This is an optimization exercise on Yosys and OpenROAD, whose aim is small area, a short achievable clock period and few clock cycles, not a production implementation. RTL that was checked went through simulation tests only; none was proved equivalent to the original. Power is estimated from default activity; no workload was simulated.

rev 12:
Design owd_core, start of the top module:
module owd_core (
    input              clk,
    input              rst,
    input              start,
    input              cancel,
    input      [31:0]  sample_rate_hz,
    input              force_overdrive,
    input              channel_valid,
    input      [7:0]   channel,
    output reg         cur_valid,
    output reg [1:0]   cur_cmd,
    output reg [31:0]  cur_n,
    input              cur_ack,
    input      [63:0]  cur_sample,
    input              cur_level,
    input              cur_eos,
    output             snk_valid,
    output     [180:0] snk_data,
    output             idle,
    output             busy,
    output             halted,
    output reg [1:0]   halt_reason,
    output     [7:0]   chan
);
clock: 12.0 ns
lec_check: 0
abc_clock_period_in_ps: 3500
cap_margin: 30
core_margin: 2
core_utilization: 55
setup_slack_margin: 5
slew_margin: 30
run.sh (not shown) runs the stock make flow with config.mk's settings and CLKGATE_MAP_FILE= SYNTH_SCRIPT=/design/flow/synth_recipe.tcl, a recipe that flattens the netlist after the stock synthesis.
Testbench counts of rev 12, summed over its fixed seeds: cycles 59,345.
### rev 12 -> rev 13
--- a/flow/design.v
+++ b/flow/design.v
@@ -55,17 +55,17 @@
     reg        c_rst, c_warn, c_gtchk, c_gtsp;
     reg [15:0] t10;
     reg [1:0]  t40lo;
     reg [15:0] t15;
     reg        t30lo;
     reg [3:0]  t480lo;
     reg [18:0] t88;
     reg [20:0] t380;
-    reg [22:0] t1000;
+    wire [22:0] t1000 = acc[22:0];
     wire [16:0] t30  = {t15, t30lo};
     wire [17:0] t40  = {t10, t40lo};
     wire [20:0] t480 = {t15, t30lo, t480lo};
     reg [5:0]  tstep;
     wire [12:0] tQ   = acc[12:0];
     wire [19:0] tR   = acc[32:13];
     wire [22:0] tqb  = field_start[22:0];
     wire [19:0] trem = field_start[42:23];
@@ -261,78 +261,66 @@
     wire do_disp = (m2_ok && !x_gh && !x_gl && !unk) || (ph == S_DISP);
     wire f_rst   = (ph == S_DISP) ? c_rst   : x_rst;
     wire f_warn  = (ph == S_DISP) ? c_warn  : x_warn;
     wire f_gtchk = (ph == S_DISP) ? c_gtchk : dd_gt15;
     wire f_gtsp  = (ph == S_DISP) ? c_gtsp  : dd_gt30;
     wire [24:0] fsp_lo  = {1'b0, fall[23:0]} + {8'd0, t30};
     wire [63:0] fall_sp = {fsp_lo[24] ? sb_hi_p1 : fall[63:24], fsp_lo[23:0]};
     always @(posedge clk) begin
-        if (rst) begin
-            ph          <= S_IDLE;
-            halt_reason <= HR_NONE;
-            cfg_chan    <= 8'd0;
-            rv          <= 1'b0;
-        end else begin
+        begin
             rv  <= 1'b0;
             rfd <= 1'b0;
             rfr <= 1'b0;
             if (!thr_ready) begin
                 tstep <= tstep + 6'd1;
                 field_start[42:0] <= {te_rn, te_qn};
                 case (te_wr)
                     4'd1: acc[32:0] <= {trem, tqb[12:0]};
                     4'd2: t10    <= tqb[15:0];
                     4'd3: t15    <= tqb[15:0];
                     4'd4: t30lo  <= tqb[0];
                     4'd5: t40lo  <= tqb[1:0];
                     4'd6: t88    <= tqb[18:0];
                     4'd7: t380   <= tqb[20:0];
                     4'd8: t480lo <= tqb[3:0];
-                    4'd9: t1000  <= tqb[22:0];
+                    4'd9: acc[22:0] <= tqb[22:0];
                     default: ;
                 endcase
             end
             if (asm_pend) begin
                 asm_pend <= 1'b0;
                 if (asm_on) begin
                     if (asm_bit)
                         acc[bits] <= 1'b1;
                     bits <= bits + 6'd1;
                 end
             end
             if ((ph == S_M2) && ack && (bits == 6'd0))
                 field_start <= fall;
-            if (ack && cur_eos) begin
-                if (ph == S_B) begin
-                    ph <= S_EFIX;
-                end else begin
-                    halt_reason <= HR_EOS;
-                    ph          <= S_HALT;
-                end
-            end else begin
+            begin
                 case (ph)
                     S_IDLE: begin
+                        layer       <= LAYER_UNKNOWN;
+                        bits        <= 6'd0;
+                        unk         <= 1'b1;
+                        defer       <= 1'b0;
+                        hacc        <= 1'b0;
+                        lazy        <= 1'b0;
+                        fr_done     <= 1'b0;
+                        asm_pend    <= 1'b0;
+                        tstep       <= 6'd0;
+                        field_start[42:0] <= {1'b0, sample_rate_hz[31:13], 23'd0};
                         if (start) begin
                             if (sample_rate_hz < MIN_SAMPLE_RATE_HZ || !channel_valid) begin
                                 halt_reason <= HR_CONFIG;
                                 ph          <= S_CFGE;
                             end else begin
                                 cfg_chan    <= channel;
                                 halt_reason <= HR_NONE;
-                                layer       <= LAYER_UNKNOWN;
-                                bits        <= 6'd0;
-                                unk         <= 1'b1;
-                                defer       <= 1'b0;
-                                hacc        <= 1'b0;
-                                lazy        <= 1'b0;
-                                fr_done     <= 1'b0;
-                                asm_pend    <= 1'b0;
-                                tstep       <= 6'd0;
-                                field_start[42:0] <= {1'b0, sample_rate_hz[31:13], 23'd0};
                                 ph          <= S_Q;
                             end
                         end
                     end
                     S_CFGE: ph <= S_HALT;
                     S_Q: if (ack) begin
                         rise <= cur_sample;
                         lvl  <= cur_level;
@@ -347,17 +335,18 @@
                     end
                     S_M1: if (ack) begin
                         fall   <= cur_sample;
                         h_lt10 <= dd_lt10;
                         h_gap  <= dd_gt1000;
                         ph     <= S_M2;
                     end
                     S_M2: if (ack) begin
-                        fall <= fall_sp;
+                        if (!x_rst)
+                            fall <= fall_sp;
                         if (!x_gl)
                             rise <= cur_sample;
                         if (x_gh || x_gl) begin
                             rmk   <= MK_INVALID;
                             hacc  <= !x_gh;
                             ph    <= S_GQ;
                         end else begin
                             defer   <= 1'b0;
@@ -470,17 +459,17 @@
                     end
                     default: ;  
                 endcase
                 if (do_disp) begin
                     if (f_rst) begin
                         rv     <= 1'b1;
                         rtype  <= REC_COMMIT;
                         warn   <= f_warn;
-                        ph     <= (ph == S_DISP) ? S_RQ : S_RA;
+                        ph     <= S_RQ;
                     end else if (f_gtsp) begin
                         if (ph == S_DISP)
                             fall  <= fall_sp;
                         rv        <= 1'b1;
                         rtype     <= REC_MARKER;
                         rbase     <= 2'd0;
                         rmk       <= MK_ZERO;
                         lvl       <= 1'b0;
@@ -492,10 +481,25 @@
                     end else if (f_gtchk) begin
                         ph <= S_B;
                     end else begin
                         ph <= S_C1;
                     end
                 end
             end
         end
+        if (ack && cur_eos) begin
+            rv <= 1'b0;
+            if (ph == S_B) begin
+                ph <= S_EFIX;
+            end else begin
+                halt_reason <= HR_EOS;
+                ph          <= S_HALT;
+            end
+        end
+        if (rst) begin
+            ph          <= S_IDLE;
+            halt_reason <= HR_NONE;
+            cfg_chan    <= 8'd0;
+            rv          <= 1'b0;
+        end
     end
 endmodule
==> run notes <==
Rev 13 ended with every stage complete and zero timing, DRC or antenna violations. Post-route met1 wirelength ends up lower on rev 13. Die area shrinks by a few percent when moving from rev 12 to rev 13. Rev 13 against rev 12: routed wire length picked up an extra 1.9%, fraction of power consumed by combinational cells decreased by 16 points relative to the old numbers. Power delta (rev 13 − rev 12): favourable.
For rev 13, only the layout was checked, not whether the RTL still works.

-- re-timing with driven ports --
How much do the figures lean on ideal ports? The routed layouts below were timed once more, with nothing changed but the port constraints. Step 1, drivers: a clkbuf_16 drives clk and a buf_2 each remaining input, both assumed. Step 2 adds t to the input delays and takes it off the output delays; t is the mean of the earliest and latest rising clock arrival at the registers after step 1. Input paths then give back, and output paths get back, about the clock's delay inside the block. a / b / c = no drivers / after step 1 / after step 2; a / b = the first two.
run	shift t [ns]	setup WS [ns]	hold WS [ns]	slew at the worst register clock pin (ns)
rev 12	0.681	5.181 / 5.230 / 4.549	0.456 / 0.456 / 0.456	0.07 / 0.07
rev 13	0.676	5.066 / 5.028 / 4.352	0.467 / 0.467 / 0.467	0.07 / 0.07
After both steps every run listed still meets setup and hold. For rev 13, which loses most, drivers alone change the setup slack by -0.038 ns; drivers and shift together by -0.714 ns.
